Source: an optimization exercise on an open RTL-to-GDS flow (aim: small area, a short achievable clock period and few clock cycles per item). Production flows keep margins and buffers that such runs may drop. For this run, only the layout was checked, not whether the RTL still works. Power and IR drop assume default switching activity.

$ cat flow/run.sh
#!/bin/bash
set -euo pipefail
bash standard.sh SETUP_SLACK_MARGIN=8 finish > make_finish.log 2>&1
$ cat standard.sh
#!/bin/bash
# synth_recipe.tcl (not shown) runs the flow's synth.tcl, then flattens the netlist and writes it again
# the make line also repeats each setting of config.mk as NAME=value (left out here)
make -C /OpenROAD-flow-scripts/flow DESIGN_CONFIG=/design/flow/config.mk WORK_HOME=/design/flow/orfs CLKGATE_MAP_FILE= SYNTH_SCRIPT=/design/flow/synth_recipe.tcl "${@:-finish}"
$ cat config.mk
export PLATFORM = sky130hd
export DESIGN_NAME = twr_ranging
export DESIGN_NICKNAME = twr_ranging
export VERILOG_FILES = /design/flow/design.v
export SDC_FILE = /design/flow/constraint.sdc
export NUM_CORES = 4
export LEC_CHECK = 0
export ABC_CLOCK_PERIOD_IN_PS = 4000
export CAP_MARGIN = 20
export CORE_MARGIN = 2
export CORE_UTILIZATION = 60
export PLACE_DENSITY = 0.7
export SETUP_SLACK_MARGIN = 5
export SLEW_MARGIN = 20
export TNS_END_PERCENT = 0
$ cat constraint.sdc
create_clock -name core_clock -period 13.0 [get_ports {clk}]
set_input_delay 2.6000 -clock core_clock [delete_from_list [all_inputs] [get_ports {clk}]]
set_output_delay 2.6000 -clock core_clock [all_outputs]
set_load 0.01 [all_outputs]
$ cat design.v
module twr_ranging (
    input  wire        clk,
    input  wire        rst,
    input  wire        in_valid,
    output wire        in_ready,
    input  wire [31:0] pt,
    input  wire [31:0] rr,
    input  wire [31:0] ft,
    input  wire [31:0] prx,
    input  wire [31:0] rtx,
    input  wire [31:0] frx,
    output wire        out_valid,
    input  wire        out_ready,
    output wire [31:0] tof,
    output wire        degen,
    output wire [31:0] ra,
    output wire [31:0] rb,
    output wire [31:0] da,
    output wire [31:0] db
);
    localparam integer K  = 5;           
    localparam integer NM = 7;           
    localparam integer WL = K * NM;      
    localparam integer J1 = 16;          
    localparam integer W  = 34 + K;      
    localparam integer NR = 2 * K + 3;   
    localparam [1:0] S1_IDLE = 2'd0,
                     S1_MUL  = 2'd1,
                     S1_FIX  = 2'd2;
    localparam [1:0] S2_IDLE = 2'd0,
                     S2_DIV  = 2'd1,
                     S2_FIN  = 2'd2,
                     S2_DONE = 2'd3;
    reg  [1:0]  s1;
    reg  [2:0]  cnt1;
    reg  [31:0] ra_q, da_q;
    reg  [WL-1:0] rb_q, db_q;    
    reg  [WL-1:0] x_q;    
    reg  [2:0]  dch_q;    
    reg         brb_q, bdb_q;    
    reg  [K-1:0] dr_q, dd_q;     
    reg  [33:0] h_q;      
    reg  [33:0] c_q;      
    reg         cl_q;     
    reg  [WL-1:0] l_q;    
    reg  [1:0]  s2;
    reg  [3:0]  cnt2;
    reg         spec_q;   
    reg  [13:0] dhi_q;    
    reg  [31:0] ra_o, rb_o, da_o, db_o;
    reg  [33:0] den2;
    reg  [33:0] rem_q;    
    reg  [31:0] quo_q;    
    reg         neg_q;
    reg         degen_q;
    assign in_ready  = (s1 == S1_IDLE);
    wire   in_fire   = in_valid & in_ready;
    assign out_valid = (s2 == S2_FIN) | (s2 == S2_DONE);
    wire   s2_free   = (s2 == S2_IDLE) | (out_valid & out_ready);
    wire   hand      = (s1 == S1_FIX) & s2_free;
    wire [K:0]   rbs = {1'b0, rb_q[2*K-1:K]} - {1'b0, x_q[2*K-1:K]} - {{K{1'b0}}, brb_q};
    wire [K:0]   dbs = {1'b0, x_q[2*K-1:K]} - {1'b0, db_q[2*K-1:K]} - {{K{1'b0}}, bdb_q};
    wire [K:0]   rb0 = {1'b0, frx[K-1:0]} - {1'b0, rtx[K-1:0]};
    wire [K:0]   db0 = {1'b0, rtx[K-1:0]} - {1'b0, prx[K-1:0]};
    wire         lastd = (cnt1 == NM - 1);
    wire [K-1:0] dmask = lastd ? {{(K-2){1'b0}}, 2'b11} : {K{1'b1}};
    wire [K-1:0] dr  = dr_q & dmask;
    wire [K-1:0] dd  = dd_q & dmask;
    wire [WL-1:0] rax = {{(WL-32){1'b0}}, ra_q};
    wire [WL-1:0] dax = {{(WL-32){1'b0}}, da_q};
    wire [K-1:0] rad = rax[cnt1*K +: K];
    wire [K-1:0] dad = dax[cnt1*K +: K];
    wire [K+2:0] dsum = {3'b000, rad} + {3'b000, dad} + {3'b000, dr} + {3'b000, dd} + {{K{1'b0}}, dch_q};
    reg  [W-1:0] rq [0:3*NR];
    reg  [W-1:0] ms, mc;
    integer hd, tl, j;
    always @* begin
        rq[0] = {{(W-34){1'b0}}, h_q};
        rq[1] = {{(W-34){1'b0}}, c_q};
        rq[2] = {{(W-K){1'b0}}, dd};
        for (j = 0; j < K; j = j + 1) begin
            rq[3 + 2*j] = {{(W-32){1'b0}}, ra_q & {32{dr[j]}}} << j;
            rq[4 + 2*j] = {{(W-32){1'b0}}, ~da_q & {32{dd[j]}}} << j;
        end
        for (j = NR; j <= 3*NR; j = j + 1) rq[j] = {W{1'b0}};
        hd = 0;
        tl = NR;
        for (j = 0; j < NR - 2; j = j + 1) begin
            rq[tl]     = rq[hd] ^ rq[hd+1] ^ rq[hd+2];
            rq[tl + 1] = ((rq[hd] & rq[hd+1]) | (rq[hd] & rq[hd+2]) | (rq[hd+1] & rq[hd+2])) << 1;
            hd = hd + 3;
            tl = tl + 2;
        end
        ms = rq[hd];
        mc = rq[hd+1];
    end
    wire [K:0] mlo = {1'b0, ms[K-1:0]} + {1'b0, mc[K-1:0]} + {{K{1'b0}}, cl_q};
    wire [37:0] hsum = {1'b0, h_q, l_q[WL-1:32]} + {1'b0, c_q, 3'b000} + {34'd0, cl_q, 3'b000}
                     - {6'd0, db_q[31:0]};
    wire        sgn  = hsum[32];
    wire [63:0] dvd  = {hsum[31:0], l_q[31:0]} ^ {64{sgn}};
    wire [33:0] den1 = x_q[33:0];
    wire        shrt = (dhi_q == 14'd0) && (rem_q < den2);
    wire [35:0] dx  = {rem_q, quo_q[31:30]};
    wire [36:0] dq1 = {1'b0, dx} - {3'b000, den2};
    wire [36:0] dq2 = {1'b0, dx} - {2'b00, den2, 1'b0};
    wire [36:0] t3a = {1'b0, dx};
    wire [36:0] t3b = ~{3'b000, den2};
    wire [36:0] t3c = ~{2'b00, den2, 1'b0};
    wire [36:0] t3s = t3a ^ t3b ^ t3c;
    wire [36:0] t3k = {(t3a[35:0] & t3b[35:0]) | (t3a[35:0] & t3c[35:0]) | (t3b[35:0] & t3c[35:0]), 1'b0};
    wire [36:0] dq3 = t3s + t3k + 37'd2;
    wire [33:0] rem_n = ~dq3[36] ? dq3[33:0] : ~dq2[36] ? dq2[33:0] :
                        ~dq1[36] ? dq1[33:0] : dx[33:0];
    wire [31:0] quo_n = {quo_q[29:0], ~dq2[36], ~dq3[36] | (dq1[36] ^ dq2[36])};
    wire [33:0] fx   = rem_q ^ den2;
    wire [32:0] fc   = rem_q[32:0] & ~den2[32:0];
    wire        c_fix = fx[0] & ~|(fx[33:1] ^ fc);
    wire [31:0] nquo  = ~quo_q + 32'd1;
    wire [31:0] tof_n = degen_q ? 32'd0 : ~neg_q ? quo_q : c_fix ? ~quo_q : nquo;
    always @(posedge clk) begin
        c_q  <= 34'd0;
        cl_q <= 1'b0;
        if (rst) begin
            s1 <= S1_IDLE;
        end else begin
            case (s1)
                S1_MUL: begin
                    rb_q  <= {dr, rb_q[WL-1:K]};
                    db_q  <= {dd, db_q[WL-1:K]};
                    x_q   <= {dsum[K-1:0], x_q[WL-1:K]};
                    dch_q <= dsum[K+2:K];
                    brb_q <= rbs[K];
                    bdb_q <= dbs[K];
                    dr_q  <= rbs[K-1:0];
                    dd_q  <= dbs[K-1:0];
                    h_q   <= ms[W-1:K];
                    c_q   <= mc[W-1:K];
                    cl_q  <= mlo[K];
                    l_q   <= {mlo[K-1:0], l_q[WL-1:K]};
                    cnt1  <= cnt1 + 3'd1;
                    if (cnt1 == NM - 1)
                        s1 <= S1_FIX;
                end
                S1_FIX: begin
                    c_q  <= c_q;
                    cl_q <= cl_q;
                    if (hand)
                        s1 <= S1_IDLE;
                end
                default: ;
            endcase
            if (in_fire) begin
                ra_q  <= rr  - pt;
                rb_q  <= {{(WL-32){1'b0}}, frx};
                da_q  <= ft  - rr;
                db_q  <= {{(WL-32){1'b0}}, prx};
                x_q   <= {{(WL-32){1'b0}}, rtx};
                dch_q <= 3'd0;
                brb_q <= rb0[K];
                bdb_q <= db0[K];
                dr_q  <= rb0[K-1:0];
                dd_q  <= db0[K-1:0];
                h_q   <= 34'd0;
                cnt1  <= 3'd0;
                s1    <= S1_MUL;
            end
        end
    end
    always @(posedge clk) begin
        if (rst) begin
            s2 <= S2_IDLE;
        end else begin
            case (s2)
                S2_DIV: begin
                    spec_q <= 1'b0;
                    if (spec_q & ~shrt) begin
                        rem_q <= {2'b00, dhi_q, rem_q[33:16]};
                        quo_q <= {rem_q[15:0], quo_q[31:16]};
                        cnt2  <= 4'd0;
                    end else begin
                        rem_q <= rem_n;
                        quo_q <= quo_n;
                        cnt2  <= cnt2 + 4'd1;
                        if (cnt2 == 4'd15)
                            s2 <= S2_FIN;
                    end
                end
                S2_FIN: begin
                    quo_q <= tof_n;
                    s2    <= out_ready ? S2_IDLE : S2_DONE;
                end
                S2_DONE: begin
                    if (out_ready)
                        s2 <= S2_IDLE;
                end
                default: ;
            endcase
            if (hand) begin
                ra_o  <= ra_q;
                rb_o  <= rb_q[31:0];
                da_o  <= da_q;
                db_o  <= db_q[31:0];
                den2    <= den1;
                degen_q <= (den1 == 34'd0);
                neg_q   <= sgn;
                dhi_q   <= dvd[63:50];
                rem_q   <= dvd[49:16];
                quo_q   <= {dvd[15:0], 16'd0};
                spec_q  <= 1'b1;
                cnt2    <= 16 - J1 / 2;
                s2      <= S2_DIV;
            end
        end
    end
    assign tof   = (s2 == S2_FIN) ? tof_n : quo_q;
    assign degen = degen_q;
    assign ra    = ra_o;
    assign rb    = rb_o;
    assign da    = da_o;
    assign db    = db_o;
endmodule
==> results.txt <==
final cells by class:
| type | instances | area (µm²) | share of cell area (%) |
|---|---|---|---|
| Multi-Input combinational cell | 3437 | 29200 | 52.5 |
| Sequential cell | 541 | 15900 | 28.5 |
| Timing Repair Buffer | 443 | 4140 | 7.45 |
| Inverter | 815 | 3060 | 5.50 |
| Clock buffer | 77 | 1600 | 2.87 |
| Tap cell | 1060 | 1330 | 2.39 |
| Clock inverter | 33 | 387 | 0.695 |
| Antenna cell | 7 | 17.5 | 0.0315 |
Yosys cell counts (all sizes together), types with 30 or more instances:
master	number
and2	73
ha	391
nand2b	41
xnor2	216
xor2	82
nand4	30
edfxtp	503
nor2	335
and3	122
buf	41
or2	36
fa	422
clkbuf	125
nor3	53
o21ai	229
nand2	453
o21a	31
nor2b	86
nand3	37
dfxtp	38
a21oi	290
o22ai	31
a21o	106
inv	813
cell usage in the layout, fill, tap and decap left out, types with 18 or more instances in the layout:
cell                              synthesis  routed
sky130_fd_sc_hd__a221oi_1                19      19
sky130_fd_sc_hd__and2_1                  73      72
sky130_fd_sc_hd__nor2_1                 333     328
sky130_fd_sc_hd__nor3_1                  52      49
sky130_fd_sc_hd__nand4_1                 29      29
sky130_fd_sc_hd__nand3_1                 37      37
sky130_fd_sc_hd__nor2b_1                 86      85
sky130_fd_sc_hd__or2_2                   36      36
sky130_fd_sc_hd__o22ai_1                 31      29
sky130_fd_sc_hd__nand2_1                452     448
sky130_fd_sc_hd__a21oi_1                284     282
sky130_fd_sc_hd__ha_1                   391     390
sky130_fd_sc_hd__nor4_1                  22      21
sky130_fd_sc_hd__o21ai_0                219     211
sky130_fd_sc_hd__o211ai_1                20      20
sky130_fd_sc_hd__xnor2_1                216     215
sky130_fd_sc_hd__a211oi_1                22      22
sky130_fd_sc_hd__clkbuf_16                0      60
sky130_fd_sc_hd__nand2b_1                41      41
sky130_fd_sc_hd__buf_4                    2      81
sky130_fd_sc_hd__o21a_1                  31      31
sky130_fd_sc_hd__fa_1                   422     422
sky130_fd_sc_hd__clkdlybuf4s50_1          0     325
sky130_fd_sc_hd__o21bai_1                26      26
sky130_fd_sc_hd__mux2i_1                 21      21
sky130_fd_sc_hd__edfxtp_1               503     503
sky130_fd_sc_hd__buf_2                   21      21
sky130_fd_sc_hd__dfxtp_1                 38      38
sky130_fd_sc_hd__a31oi_1                 22      22
sky130_fd_sc_hd__inv_1                  810     801
sky130_fd_sc_hd__and3_1                 122     122
sky130_fd_sc_hd__xor2_1                  82      82
sky130_fd_sc_hd__or3_1                   19      18
sky130_fd_sc_hd__a21o_1                 106     106
sky130_fd_sc_hd__a22oi_1                 18      18
cells by family (layout without fill, tap and decap cells):
kind of cell / count (synthesis) / after routing / synth area share [%]
muxes: 35 / 35 / 0.987
other: 0 / 7 / 0
DFF: 541 / 541 / 32.6
and+or+nand+nor: 1324 / 1324 / 12.9
AOI/OAI and AO/OA: 967 / 967 / 13.0
adders and majority gates: 813 / 813 / 27.4
xor gates and xnor gates: 298 / 298 / 5.36
buffers and inverters: 982 / 1368 / 7.80
state kept, by name, summed over array words and instances (netlist names), 4 cells and up:
name,count
c_q,33
cnt2,4
da_o,32
da_q,32
db_o,32
db_q,35
dd_q,5
den2,34
dhi_q,14
dr_q,5
h_q,32
l_q,35
quo_q,32
ra_o,32
ra_q,32
rb_o,32
rb_q,35
rem_q,34
x_q,35
per-layer routing:
metal | vias up | wire [µm] | track usage [%]
met5 | - | 40 | 0
met4 | 8 | 8910 | 19.2
li1 | 17400 | - | -
met3 | 360 | 10500 | 5.43
met2 | 1603 | 71700 | 59.1
met1 | 18400 | 56500 | 44.5
where the power goes:
group | internal [µW] | leakage [µW] | switching, µW
clock | 1000 | 0.000944 | 738
sequential | 2400 | 0.00494 | 216
combinational | 3040 | 0.0187 | 3910
total | 6440 | 0.0245 | 4860
metrics by stage:
step           area [µm²]  cells
5_1_grt             55600   6410
3_3_place_gp        53400   6262
3_5_place_dp        53400   6262
2_1_floorplan       48700   4960
6_report            55600   6413
4_1_cts             55500   6388
how the worst max path moves through the flow:
stage               endpoint  slack (ns)  cells after the start
floorplan            da_o[0]        6.79                      6
CTS                  tof[23]        6.38                     14
global placement     tof[31]        5.38                     14
finish               tof[23]        6.45                     13
global route         tof[19]        6.37                     15
detailed placement   tof[31]        5.39                     14
what timing repair did:
item / in CTS / in global routing
gates resized for setup: 113 / 28
pin swaps: 12 / 14
buffers inserted: 16 / 16
endpoints found under the setup margin: 316 / 341
==> impl_metrics.py <==
metrics = {
    "clock_tree": {
        "longest_clk_path_bufs": 3,
        "tritoncts": "yes",
        "clock_pin_slew_worst_setup_and_hold_paths_ns": 0.07,
        "cts_root_buf": "sky130_fd_sc_hd__clkbuf_16",
        "cts_hold_buffers": 0,
        "worst_skew_pair.late_latency_ns": 0.65,
        "clkSinkCount": 541,
        "tritoncts.num_buffers": 59,
        "cts.htree.levels": 2,
    },
    "power": {
        "power_density_mw_per_mm2": 203,
        "p_leak_uw": 0.0245,
        "total_power_uw": 11300,
        "power.ir.vdd_worst_mv": 0.346,
    },
    "timing": {
        "setup-tns-final_ns": 0,
        "worst-slew-pin-transition_ns": 1.16,
        "min_period_over_period_pct": 50.4,
        "grt_setup_unrepaired": "true",
        "fmax_ghz": 0.153,
        "setup-violations-final": 0,
        "post-route-min-period_ns": 6.55,
        "final.setup_skew_ns": 0.0214,
        "slew_headroom_pct": 22.4,
        "timing.hold.ws_ns": 0.421,
        "layout_setup_ws_ns": 6.45,
        "total_count_of_max_transition_violations_in_the_final_report": 0,
        "report.final.hold_viol_count": 0,
    },
    "critical_path": {
        "timing.critical_path.from_type": "register",
        "worst_path_dominant_cell_family": "simple AND/OR/NAND/NOR gates",
        "critPathMaxStageDelay_ns": 0.50,
        "critical_path.reg2reg.startpoint": "db_q[3]",
        "critical_path_class": "reg2out",
        "crit_buf_inv": 3,
        "critPathArrivalTime_ns": 3.95,
        "critical_path.cell_chain": "inv_2 > ha_2 > fa_1 > or3b_4 > nor4_4 > nand4_1 > o211ai_1 > buf_4 > or3_4 > o31ai_4 > o31a_2 > o22ai_2 > buf_2",
        "cp_max_fo": 7,
        "critPathSlowestCell": "sky130_fd_sc_hd__fa_1",
        "cp-end-kind": "output pin",
        "startpoint": "den2[30]",
        "reg2reg_depth": 16,
        "reg2reg_slack_ns": 6.74,
        "timing.critical_path.required_ns": 10.40,
        "worstReg2RegEnd": "rem_q[25]",
    },
    "worst_hold_path": {
        "hold_depth": 0,
        "hp-class": "reg2reg",
        "holdPathEnd": "rb_o[1]",
        "start_point_of_the_worst_min_delay_path": "rb_q[1]",
    },
    "job": {
        "timing.max_cap.violations": 0,
    },
    "global_route": {
        "grt_max_degree": 100,
        "gr-usage-all-layers_pct": 35.4,
        "grt_remaining_overflow": 0,
        "antenna_found_initial": 11,
        "grt_pass1_vias": 37700,
        "wire_length_of_the_first_global_routing_pass_mm": 223,
    },
    "die": {
        "die_height_um": 289,
        "core_box_area_mm2": 0.0804,
        "die_area_mm2": 0.0834,
        "initial_utilization_pct": 60.6,
        "placement_rows": 104,
        "pin_count": 359,
        "floorplan.die.width_um": 289,
    },
    "detailed_routing": {
        "detail_route.iter0.violations": 3012,
        "via_count": 37800,
        "route.final.wire_length_mm": 148,
        "vias_per_cell": 5.89,
        "wl_per_cell_um": 23.0,
        "detailedRoute.firstPassIterationCount": 6,
        "detail_route.drc_violations": 0,
        "route.antenna.remaining_nets": 0,
    },
    "synth": {
        "yosys.area.top_type": "sky130_fd_sc_hd__edfxtp_1",
        "synth_warnings": 2,
        "synth_top_cells_by_area": "sky130_fd_sc_hd__edfxtp_1 (31%), sky130_fd_sc_hd__fa_1 (17%), sky130_fd_sc_hd__ha_1 (10%)",
        "synth-async-reset-ratio_pct": 0,
        "synth.lib_cells_used.distinct": 95,
        "synth_ff_type": "sky130_fd_sc_hd__edfxtp_1",
        "yosys_register_bits": 541,
        "syn_area_cell_um2": 9.82,
        "synth.top_cell.area_share_pct": 31.0,
        "post_synth_inst_count": 4960,
        "synth_edf_count": 503,
        "synth_nets": 5969,
        "yosysSeqAreaShare_pct": 32.6,
        "netlist_area_mm2": 0.0487,
    },
    "place": {
        "detailed_placer_s_ending_hpwl_mm": 113,
        "globalplace.congestion": 0.984,
        "port_buffers": 358,
        "pre_cts_slack_ns": 5.39,
    },
    "cells_and_area": {
        "drive_above_1_share_pct": 6.21,
        "postLayoutCoreUtil_pct": 69.1,
        "area_growth_pct": 14.2,
        "nFillCells": 6375,
        "nets": 6306,
    },
    "outcome": {
        "status": "complete, no violations",
    },
}

[what the ideal ports hide]
How much do the figures lean on ideal ports? The routed layout below was timed once more, with nothing changed but the port constraints. Step 1: set_driving_cell puts a clkbuf_16 on clk and a buf_2 on each other input, an assumption about the parent block. Step 2 also shifts input and output timing later by t, the mid clock arrival at the registers, as if the neighbouring blocks saw the same clock. Three values: ideal ports, drivers, drivers and shift; two values: the first two.
t (ns): 0.718
slack for setup (ns): 6.449 / 6.373 / 6.291
hold WS [ns]: 0.421 / 0.421 / 0.421
worst data-port slew with drivers (ns): 0.12
After both steps this run still meets setup and hold. For this run, drivers alone change the setup slack by -0.076 ns; drivers and shift together by -0.158 ns.
